Context: an optimization exercise on an open-source flow, tuned for small area, a short achievable clock period and few clock cycles. The choices shown serve that exercise and are no tape-out recipe.
At most, simulation tests tie the RTL to the original design; equivalence was not proved.

==> 11-15 <==
==> flow/design.v <==
module tmc_decoder (
    input  wire         clk,
    input  wire         rst,
    input  wire         in_valid,
    output wire         in_ready,
    input  wire [1:0]   in_op,        
    input  wire         in_clk,
    input  wire         in_dat,
    input  wire         in_stb,
    input  wire         cfg_clk_present,
    input  wire         cfg_dat_present,
    input  wire         cfg_stb_present,
    input  wire [31:0]  cfg_samplerate,
    input  wire [1:0]   cfg_radix,
    output wire         out_valid,
    input  wire         out_ready,
    output reg  [3:0]   out_kind,
    output reg  [15:0]  out_ss,
    output reg  [15:0]  out_es,
    output reg  [7:0]   out_val,
    output reg  [3:0]   out_nbits,
    output reg  [263:0] out_blist,    
    output reg  [47:0]  out_rate,
    output wire [1:0]   status_err,
    output wire [1:0]   out_radix
);
    localparam integer DIV_CYC   = 48;               
    localparam [1:0] FIND_START = 2'd0, FIND_DATA = 2'd1, FIND_ACK = 2'd2;
    localparam integer P_IDLE = 0, P_START = 1, P_LBIT = 2, P_PRE  = 3,
                       P_FBITS = 4, P_POST = 5, P_BYTE = 6, P_WAIT = 7,
                       P_RATE  = 8, P_STOP = 9, P_ACK  = 10;
    reg  [1:0]  state;
    reg         variant;         
    reg  [3:0]  n;               
    reg  [7:0]  value;
    reg  [15:0] ssn [0:8];       
    reg         svn [0:8];       
    reg         byte_seen;
    reg  [15:0] byte_ss;
    reg  [15:0] kc;              
    reg  [15:0] sn;
    reg  [2:0]  prev;            
    reg         started;
    reg  [1:0]  err;
    reg         c_stb;
    reg  [31:0] c_rate;
    reg  [1:0]  c_radix;
    reg  [10:0] ph;
    reg  [7:0]  bm;              
    reg         o_ov, o_sssn, o_ss8, o_ssb, o_essn, o_k0, o_k1, o_k2;
    reg  [3:0]  j;               
    reg         ninth;           
    reg         op_stop;         
    reg         has_rate;        
    reg         cur_d;           
    reg  [47:0] num;             
    reg  [15:0] rem;
    reg  [5:0]  dcnt;
    reg         busy;
    wire idle = ph[P_IDLE];
    assign in_ready   = idle;
    assign out_valid  = o_ov;
    assign status_err = err;
    assign out_radix  = c_radix;
    wire cur_stb  = c_stb & in_stb;
    wire stb_fall = c_stb &  prev[2] & ~cur_stb;
    wire stb_rise = c_stb & ~prev[2] &  cur_stb;
    wire dat_fall =  prev[1] & ~in_dat;
    wire dat_rise = ~prev[1] &  in_dat;
    wire clk_rise = ~prev[0] &  in_clk;
    wire clk_fall =  prev[0] & ~in_clk;
    wire is_start_3w = (state == FIND_START) && stb_fall;
    wire is_start_2w = (state == FIND_START) && !stb_fall && in_clk && dat_fall;
    wire is_start    = is_start_3w || is_start_2w;
    wire is_stop     = (state == FIND_DATA) && (stb_rise || (in_clk && dat_rise));
    wire is_bit      = (state == FIND_DATA) && !is_stop && clk_rise;
    wire is_ack      = (state == FIND_ACK) && clk_fall;
    wire take        = in_valid && idle;
    wire take_reset  = take && (in_op == 2'd1);
    wire take_sample = take && (in_op == 2'd0);
    wire running     = started && (err == 2'd0);
    wire take_run    = take_sample && running;
    wire rec_taken   = out_valid && out_ready;
    wire [15:0] sn1  = sn + 16'd1;
    wire        n_full = n[3];
    wire        kz   = (kc == 16'd0);
    wire [15:0] ss0 = ~ssn[0];
    wire [15:0] ss7 = ~ssn[7];
    wire [15:0] ss8 = ~ssn[8];
    integer i;
    always @(*) begin
        out_kind[0] = o_k0 | (ph[P_BYTE] & byte_seen) | (ph[P_ACK] & cur_d);
        out_kind[1] = o_k1;
        out_kind[2] = o_k2;
        out_kind[3] = ph[P_RATE];
        out_ss = ({16{o_sssn}} & sn) |
                 ({16{ph[P_LBIT]}} & ss7) |
                 ({16{o_ss8}} & ss8) |
                 ({16{o_ssb}} & byte_ss);
        out_es = ({16{ph[P_FBITS]}} & ss0) |
                 ({16{o_essn}} & sn);
        out_val = ({8{ph[P_BYTE]}} & value) |
                  {7'd0, (ph[P_LBIT] & ~svn[7]) | (ph[P_FBITS] & ~svn[8])};
        out_nbits = {4{ph[P_BYTE]}} & n;
        out_rate  = {48{ph[P_RATE]}} & num;
        for (i = 0; i < 8; i = i + 1)
            out_blist[33*i +: 33] = {33{bm[i]}} &
                                    ~{ssn[i+1], ssn[i], svn[i]};
    end
    wire        dpha = (dcnt[5:4] == 2'd0);
    wire [16:0] drs  = {rem, dpha ? num[15] : num[47]};
    wire [16:0] drd  = drs - {1'b0, kc};
    wire [15:0] dr   = drd[16] ? drs[15:0] : drd[15:0];
    wire        dq   = ~drd[16];
    wire [47:0] nacc = {num[15:0], num[47:16]} + {16'd0, c_rate};
    reg         do_shift2;       
    reg         do_rot;          
    reg         wr7;             
    reg  [15:0] new_ss;
    reg         new_v;
    always @(*) begin
        do_shift2 = 1'b0;
        do_rot    = 1'b0;
        wr7       = 1'b0;
        new_ss    = sn1;
        new_v     = in_dat;
        if (idle) begin
            if (take_run && !is_start) begin
                if (is_stop) begin
                    if (variant && n != 4'd0) begin
                        do_rot = 1'b1;
                        wr7    = 1'b1;
                    end
                end else if (is_bit) begin
                    do_rot    = variant;
                    wr7       = variant;
                    do_shift2 = !variant;
                end
            end
        end else begin
            if (ph[P_PRE] | ph[P_POST])
                do_rot = 1'b1;
            if (ph[P_FBITS])
                do_rot = rec_taken;
            if (ph[P_BYTE] && rec_taken && !op_stop && variant) begin
                do_rot = 1'b1;
                wr7    = 1'b1;
                new_ss = sn;
                new_v  = cur_d;
            end
        end
    end
    integer q;
    always @(posedge clk) begin
        if (do_shift2) begin
            for (q = 0; q < 8; q = q + 1) begin
                ssn[q] <= ssn[q+1];
                svn[q] <= svn[q+1];
            end
            ssn[8] <= ~new_ss;
            svn[8] <= ~new_v;
        end else if (do_rot) begin
            for (q = 0; q < 7; q = q + 1) begin
                ssn[q] <= ssn[q+1];
                svn[q] <= svn[q+1];
            end
            ssn[7] <= wr7 ? ~new_ss : ssn[8];
            svn[7] <= wr7 ? ~new_v  : svn[8];
            ssn[8] <= ssn[0];
            svn[8] <= svn[0];
        end
    end
    localparam [10:0] H_IDLE  = 11'd1 << P_IDLE,  H_START = 11'd1 << P_START,
                      H_LBIT  = 11'd1 << P_LBIT,  H_PRE   = 11'd1 << P_PRE,
                      H_FBITS = 11'd1 << P_FBITS, H_POST  = 11'd1 << P_POST,
                      H_BYTE  = 11'd1 << P_BYTE,  H_WAIT  = 11'd1 << P_WAIT,
                      H_RATE  = 11'd1 << P_RATE,  H_STOP  = 11'd1 << P_STOP,
                      H_ACK   = 11'd1 << P_ACK;
    wire div_last = busy && (dcnt == DIV_CYC - 1);
    reg  [10:0] phn;
    always @(*) begin
        phn = ph;
        if (div_last && ph[P_WAIT])
            phn = H_RATE;
        if (idle && take_run) begin
            if (is_start)
                phn = H_START;
            else if (is_stop)
                phn = (variant && n != 4'd0) ? (n_full ? H_FBITS : H_PRE) :
                      (kz ? H_STOP : H_WAIT);
            else if (is_bit) begin
                if (n_full)
                    phn = variant ? H_FBITS : H_LBIT;
                else if (!variant && n != 4'd0)
                    phn = H_LBIT;
            end else if (is_ack)
                phn = H_ACK;
        end
        if ((ph[P_START] | ph[P_ACK] | ph[P_STOP]) && rec_taken)
            phn = H_IDLE;
        if (ph[P_LBIT] && rec_taken)
            phn = ninth ? H_BYTE : H_IDLE;
        if (ph[P_PRE] && j == 4'd7)
            phn = H_FBITS;
        if (ph[P_FBITS] && rec_taken && j == n - 4'd1)
            phn = n_full ? H_BYTE : H_POST;
        if (ph[P_POST] && j == 4'd7)
            phn = H_BYTE;
        if (ph[P_BYTE] && rec_taken)
            phn = !op_stop ? H_IDLE : !has_rate ? H_STOP :
                  (busy && !div_last) ? H_WAIT : H_RATE;
        if (ph[P_RATE] && rec_taken)
            phn = H_STOP;
        if (rst || take_reset)
            phn = H_IDLE;
    end
    always @(posedge clk) begin
        ph     <= phn;
        o_ov   <= |(phn & (H_START | H_LBIT | H_FBITS | H_BYTE | H_RATE | H_STOP | H_ACK));
        o_sssn <= |(phn & (H_START | H_STOP));
        o_ss8  <= |(phn & (H_FBITS | H_ACK));
        o_ssb  <= |(phn & (H_BYTE | H_RATE));
        o_essn <= |(phn & (H_START | H_LBIT | H_BYTE | H_RATE | H_STOP | H_ACK));
        o_k0   <= |(phn & (H_START | H_LBIT | H_FBITS));
        o_k1   <= |(phn & (H_STOP | H_LBIT | H_FBITS | H_ACK));
        o_k2   <= |(phn & (H_BYTE | H_ACK));
        for (i = 0; i < 8; i = i + 1)
            bm[i] <= phn[P_BYTE] && (n > i);
    end
    always @(posedge clk) begin
        if (rst || take_reset) begin
            state     <= FIND_START;
            byte_ss   <= 16'd0;
            started   <= 1'b0;
            err       <= 2'd0;
            c_radix   <= 2'd0;
            busy      <= 1'b0;
        end else begin
            if (busy) begin
                num[15:0] <= {num[14:0], dq};
                if (!dpha)
                    num[47:16] <= num[46:15];
                rem  <= dr;
                dcnt <= dcnt + 6'd1;
                if (div_last)
                    busy <= 1'b0;
            end
            if (idle) begin
                if (take_sample && !started) begin
                    started <= 1'b1;
                    c_stb   <= cfg_stb_present;
                    c_rate  <= cfg_samplerate;
                    c_radix <= cfg_radix;
                    if (!cfg_clk_present || !cfg_dat_present)
                        err <= 2'd1;
                    else if (cfg_samplerate == 32'd0)
                        err <= 2'd2;
                    else begin
                        sn   <= 16'd0;
                        prev <= {cfg_stb_present & in_stb, in_dat, in_clk};
                    end
                end else if (take_run) begin
                    sn   <= sn1;
                    prev <= {cur_stb, in_dat, in_clk};
                    if (!is_stop)
                        kc <= is_start ? 16'd0 : kc + 16'd1;
                    if (is_start) begin
                        variant   <= is_start_3w;
                        num       <= 48'd0;
                        byte_seen <= 1'b0;
                        n         <= 4'd0;
                        value     <= 8'd0;
                        state     <= FIND_DATA;
                    end else if (is_stop) begin
                        op_stop  <= 1'b1;
                        has_rate <= !kz;
                        rem      <= 16'd0;
                        dcnt     <= (num[15:0] == 16'd0) ? 6'd16 : 6'd0;
                        busy     <= !kz;
                        j        <= n_full ? 4'd0 : n;
                    end else if (is_bit) begin
                        num <= {nacc[31:0], nacc[47:32]};
                        if (n_full) begin
                            cur_d   <= in_dat;
                            ninth   <= 1'b1;
                            op_stop <= 1'b0;
                            j       <= 4'd0;
                        end else begin
                            if (n == 4'd0)
                                byte_ss <= sn1;
                            n     <= n + 4'd1;
                            value <= {in_dat, value[7:1]};
                            ninth <= 1'b0;
                        end
                    end else if (is_ack) begin
                        cur_d <= in_dat;
                        state <= FIND_DATA;
                    end
                end
            end
            if (ph[P_STOP] && rec_taken) begin
                n     <= 4'd0;
                value <= 8'd0;
                state <= FIND_START;
            end
            if (ph[P_PRE]) begin
                j <= j + 4'd1;
                if (j == 4'd7)
                    j <= 4'd0;
            end
            if (ph[P_FBITS] && rec_taken) begin
                j <= j + 4'd1;
                if (j == n - 4'd1)
                    j <= n;
            end
            if (ph[P_POST])
                j <= j + 4'd1;
            if (ph[P_BYTE] && rec_taken) begin
                byte_seen <= 1'b1;
                n         <= 4'd0;
                value     <= 8'd0;
                if (!op_stop && variant) begin
                    byte_ss <= sn;
                    n       <= 4'd1;
                    value   <= {cur_d, 7'd0};
                end else if (!op_stop) begin
                    state <= FIND_ACK;
                end
            end
        end
    end
endmodule
==> flow/flow/run.sh <==
#!/bin/bash
export BUFFER_PORTS_ARGS="-buffer_cell sky130_fd_sc_hd__buf_1"
bash standard.sh > standard.log 2>&1
==> flow/standard.sh <==
#!/bin/bash
# synth_recipe.tcl (not shown) runs the flow's synth.tcl, then flattens the netlist and writes it again
# the make line also repeats each setting of config.mk as NAME=value (left out here)
make -C /OpenROAD-flow-scripts/flow DESIGN_CONFIG=/design/flow/config.mk WORK_HOME=/design/flow/orfs CLKGATE_MAP_FILE= SYNTH_SCRIPT=/design/flow/synth_recipe.tcl "${@:-finish}"
==> flow/config.mk <==
export PLATFORM = sky130hd
export DESIGN_NAME = tmc_decoder
export DESIGN_NICKNAME = tmc_decoder
export VERILOG_FILES = /design/flow/design.v
export SDC_FILE = /design/flow/constraint.sdc
export NUM_CORES = 4
export LEC_CHECK = 0
export CAP_MARGIN = 20
export CORE_MARGIN = 2
export CORE_UTILIZATION = 40
export SETUP_SLACK_MARGIN = 4.5
export SLEW_MARGIN = 20
==> flow/constraint.sdc <==
create_clock -name core_clock -period 8.0 [get_ports {clk}]
set_input_delay 1.6000 -clock core_clock [delete_from_list [all_inputs] [get_ports {clk}]]
set_output_delay 1.6000 -clock core_clock [all_outputs]
set_load 0.01 [all_outputs]
==> inputs of 02-25, as changes to 11-15 <==
--- a/flow/design.v
+++ b/flow/design.v
@@ -48,4 +48,4 @@
     reg  [10:0] ph;
-    reg  [7:0]  bm;              
-    reg         o_ov, o_sssn, o_ss8, o_ssb, o_essn, o_k0, o_k1, o_k2;
+    reg  [7:0]  bmn;             
+    reg         o_ov, o_sssn, o_ss8, o_essn, o_k0, o_k1, o_k2;
     reg  [3:0]  j;               
@@ -58,2 +58,4 @@
     reg  [5:0]  dcnt;
+    reg         dpha;            
+    reg         dbit;            
     reg         busy;
@@ -98,3 +100,4 @@
                  ({16{o_ss8}} & ss8) |
-                 ({16{o_ssb}} & byte_ss);
+                 ({16{ph[P_BYTE]}} & ss0) |
+                 ({16{ph[P_RATE]}} & byte_ss);
         out_es = ({16{ph[P_FBITS]}} & ss0) |
@@ -106,7 +109,5 @@
         for (i = 0; i < 8; i = i + 1)
-            out_blist[33*i +: 33] = {33{bm[i]}} &
-                                    ~{ssn[i+1], ssn[i], svn[i]};
+            out_blist[33*i +: 33] = ~({33{bmn[i]}} | {ssn[i+1], ssn[i], svn[i]});
     end
-    wire        dpha = (dcnt[5:4] == 2'd0);
-    wire [16:0] drs  = {rem, dpha ? num[15] : num[47]};
+    wire [16:0] drs  = {rem, dbit};
     wire [16:0] drd  = drs - {1'b0, kc};
@@ -118,3 +119,3 @@
     reg         wr7;             
-    reg  [15:0] new_ss;
+    reg         wr7v;            
     reg         new_v;
@@ -124,3 +125,3 @@
         wr7       = 1'b0;
-        new_ss    = sn1;
+        wr7v      = 1'b0;
         new_v     = in_dat;
@@ -132,2 +133,3 @@
                         wr7    = 1'b1;
+                        wr7v   = 1'b1;
                     end
@@ -136,2 +138,3 @@
                     wr7       = variant;
+                    wr7v      = variant;
                     do_shift2 = !variant;
@@ -146,4 +149,3 @@
                 do_rot = 1'b1;
-                wr7    = 1'b1;
-                new_ss = sn;
+                wr7v   = 1'b1;
                 new_v  = cur_d;
@@ -159,3 +161,3 @@
             end
-            ssn[8] <= ~new_ss;
+            ssn[8] <= ~sn1;
             svn[8] <= ~new_v;
@@ -166,4 +168,4 @@
             end
-            ssn[7] <= wr7 ? ~new_ss : ssn[8];
-            svn[7] <= wr7 ? ~new_v  : svn[8];
+            ssn[7] <= wr7  ? ~sn1   : ssn[8];
+            svn[7] <= wr7v ? ~new_v : svn[8];
             ssn[8] <= ssn[0];
@@ -180,36 +182,38 @@
     reg  [10:0] phn;
+    wire        rt     = rec_taken;
+    wire        tk     = take_run;               
+    wire        e_stop = tk && !is_start && is_stop;
+    wire        e_bit  = tk && !is_start && !is_stop && is_bit;
+    wire        e_ack  = tk && is_ack;
+    wire        flush  = variant && n != 4'd0;
+    wire        j7     = (j == 4'd7);
+    wire        jl     = (j == n - 4'd1);
+    wire        clr    = rst || take_reset;
     always @(*) begin
-        phn = ph;
-        if (div_last && ph[P_WAIT])
-            phn = H_RATE;
-        if (idle && take_run) begin
-            if (is_start)
-                phn = H_START;
-            else if (is_stop)
-                phn = (variant && n != 4'd0) ? (n_full ? H_FBITS : H_PRE) :
-                      (kz ? H_STOP : H_WAIT);
-            else if (is_bit) begin
-                if (n_full)
-                    phn = variant ? H_FBITS : H_LBIT;
-                else if (!variant && n != 4'd0)
-                    phn = H_LBIT;
-            end else if (is_ack)
-                phn = H_ACK;
-        end
-        if ((ph[P_START] | ph[P_ACK] | ph[P_STOP]) && rec_taken)
-            phn = H_IDLE;
-        if (ph[P_LBIT] && rec_taken)
-            phn = ninth ? H_BYTE : H_IDLE;
-        if (ph[P_PRE] && j == 4'd7)
-            phn = H_FBITS;
-        if (ph[P_FBITS] && rec_taken && j == n - 4'd1)
-            phn = n_full ? H_BYTE : H_POST;
-        if (ph[P_POST] && j == 4'd7)
-            phn = H_BYTE;
-        if (ph[P_BYTE] && rec_taken)
-            phn = !op_stop ? H_IDLE : !has_rate ? H_STOP :
-                  (busy && !div_last) ? H_WAIT : H_RATE;
-        if (ph[P_RATE] && rec_taken)
-            phn = H_STOP;
-        if (rst || take_reset)
+        phn[P_IDLE]  = (idle && !((tk && is_start) || e_stop || e_ack ||
+                                  (e_bit && (n_full || (!variant && n != 4'd0))))) ||
+                       ((ph[P_START] || ph[P_ACK] || ph[P_STOP]) && rt) ||
+                       (ph[P_LBIT] && rt && !ninth) ||
+                       (ph[P_BYTE] && rt && !op_stop);
+        phn[P_START] = (tk && is_start) || (ph[P_START] && !rt);
+        phn[P_LBIT]  = (e_bit && !variant && (n_full || n != 4'd0)) ||
+                       (ph[P_LBIT] && !rt);
+        phn[P_PRE]   = (e_stop && flush && !n_full) || (ph[P_PRE] && !j7);
+        phn[P_FBITS] = (e_stop && flush && n_full) || (e_bit && n_full && variant) ||
+                       (ph[P_PRE] && j7) || (ph[P_FBITS] && !(rt && jl));
+        phn[P_POST]  = (ph[P_FBITS] && rt && jl && !n_full) || (ph[P_POST] && !j7);
+        phn[P_BYTE]  = (ph[P_LBIT] && rt && ninth) ||
+                       (ph[P_FBITS] && rt && jl && n_full) ||
+                       (ph[P_POST] && j7) || (ph[P_BYTE] && !rt);
+        phn[P_WAIT]  = (e_stop && !flush && !kz) ||
+                       (ph[P_BYTE] && rt && op_stop && has_rate && busy && !div_last) ||
+                       (ph[P_WAIT] && !div_last);
+        phn[P_RATE]  = (ph[P_WAIT] && div_last) ||
+                       (ph[P_BYTE] && rt && op_stop && has_rate && !(busy && !div_last)) ||
+                       (ph[P_RATE] && !rt);
+        phn[P_STOP]  = (e_stop && !flush && kz) ||
+                       (ph[P_BYTE] && rt && op_stop && !has_rate) ||
+                       (ph[P_RATE] && rt) || (ph[P_STOP] && !rt);
+        phn[P_ACK]   = e_ack || (ph[P_ACK] && !rt);
+        if (clr)
             phn = H_IDLE;
@@ -221,3 +225,2 @@
         o_ss8  <= |(phn & (H_FBITS | H_ACK));
-        o_ssb  <= |(phn & (H_BYTE | H_RATE));
         o_essn <= |(phn & (H_START | H_LBIT | H_BYTE | H_RATE | H_STOP | H_ACK));
@@ -227,3 +230,3 @@
         for (i = 0; i < 8; i = i + 1)
-            bm[i] <= phn[P_BYTE] && (n > i);
+            bmn[i] <= !(phn[P_BYTE] && (n > i));
     end
@@ -242,2 +245,5 @@
                     num[47:16] <= num[46:15];
+                dbit <= !dpha ? num[46] : (dcnt[3:0] == 4'd15) ? num[47] : num[14];
+                if (dcnt[3:0] == 4'd15)
+                    dpha <= 1'b0;
                 rem  <= dr;
@@ -278,2 +284,4 @@
                         dcnt     <= (num[15:0] == 16'd0) ? 6'd16 : 6'd0;
+                        dpha     <= (num[15:0] != 16'd0);
+                        dbit     <= (num[15:0] == 16'd0) ? num[47] : num[15];
                         busy     <= !kz;
@@ -283,2 +291,4 @@
                         if (n_full) begin
+                            if (variant)
+                                byte_ss <= sn1;      
                             cur_d   <= in_dat;
@@ -322,3 +332,2 @@
                 if (!op_stop && variant) begin
-                    byte_ss <= sn;
                     n       <= 4'd1;
==> flow/flow/run.sh (replaced) <==
#!/bin/bash
export BUFFER_PORTS_ARGS="-buffer_cell sky130_fd_sc_hd__buf_1"
export CTS_ARGS="-sink_clustering_enable -repair_clock_nets -dont_use_dummy_load -buf_list {sky130_fd_sc_hd__clkbuf_4 sky130_fd_sc_hd__clkbuf_8}"
bash standard.sh > standard.log 2>&1
CORE_UTILIZATION = 55   (was 40)
==> impl_metrics.tcl <==
set metrics [dict create \
    fin_area_um2 25300 \
    synth-edff-count 313 \
    outcome "no timing/DRC/antenna violations" \
    n_all_buffers 462 \
]
That was 11-15.
==> impl_metrics.tcl <==
set metrics [dict create \
    slew_viol_final 0 \
    clk_share_pct 3.63 \
    outcome "no timing/DRC/antenna violations" \
    n_all_buffers 457 \
]
That was 02-25.
Testbench counts of 02-25, summed over its fixed seeds: cycles 70,566.
For 11-15, only the layout was checked, not whether the RTL still works.

==> what the ideal ports hide <==
The results above use ideal ports. As a check the final layouts listed here were re-extracted and re-timed, cells and wires unchanged.
Step 1, drivers: a clkbuf_16 drives clk and a buf_2 each remaining input, both assumed.
Step 2 times the ports against the registers' clock, not the clock port: input delays grow and output delays shrink by t, the midpoint of the rising clock arrivals with the driver on.
a / b / c = no drivers / after step 1 / after step 2; a / b = the first two.
run | t (ns) | setup slack, ns | worst hold slack (ns) | worst slew at a driven data input, ns | pins driven straight from the clock port
11-15 | 0.623 | 4.399 / 4.399 / 3.940 | 0.456 / 0.456 / 0.456 | 0.10 | 1
02-25 | 0.688 | 4.508 / 4.454 / 3.851 | 0.456 / 0.456 / 0.456 | 0.08 | 1
After both steps setup and hold are still met in every run listed. The setup slack of 02-25, which loses most, moves by -0.054 ns with the drivers and by -0.657 ns with both steps.
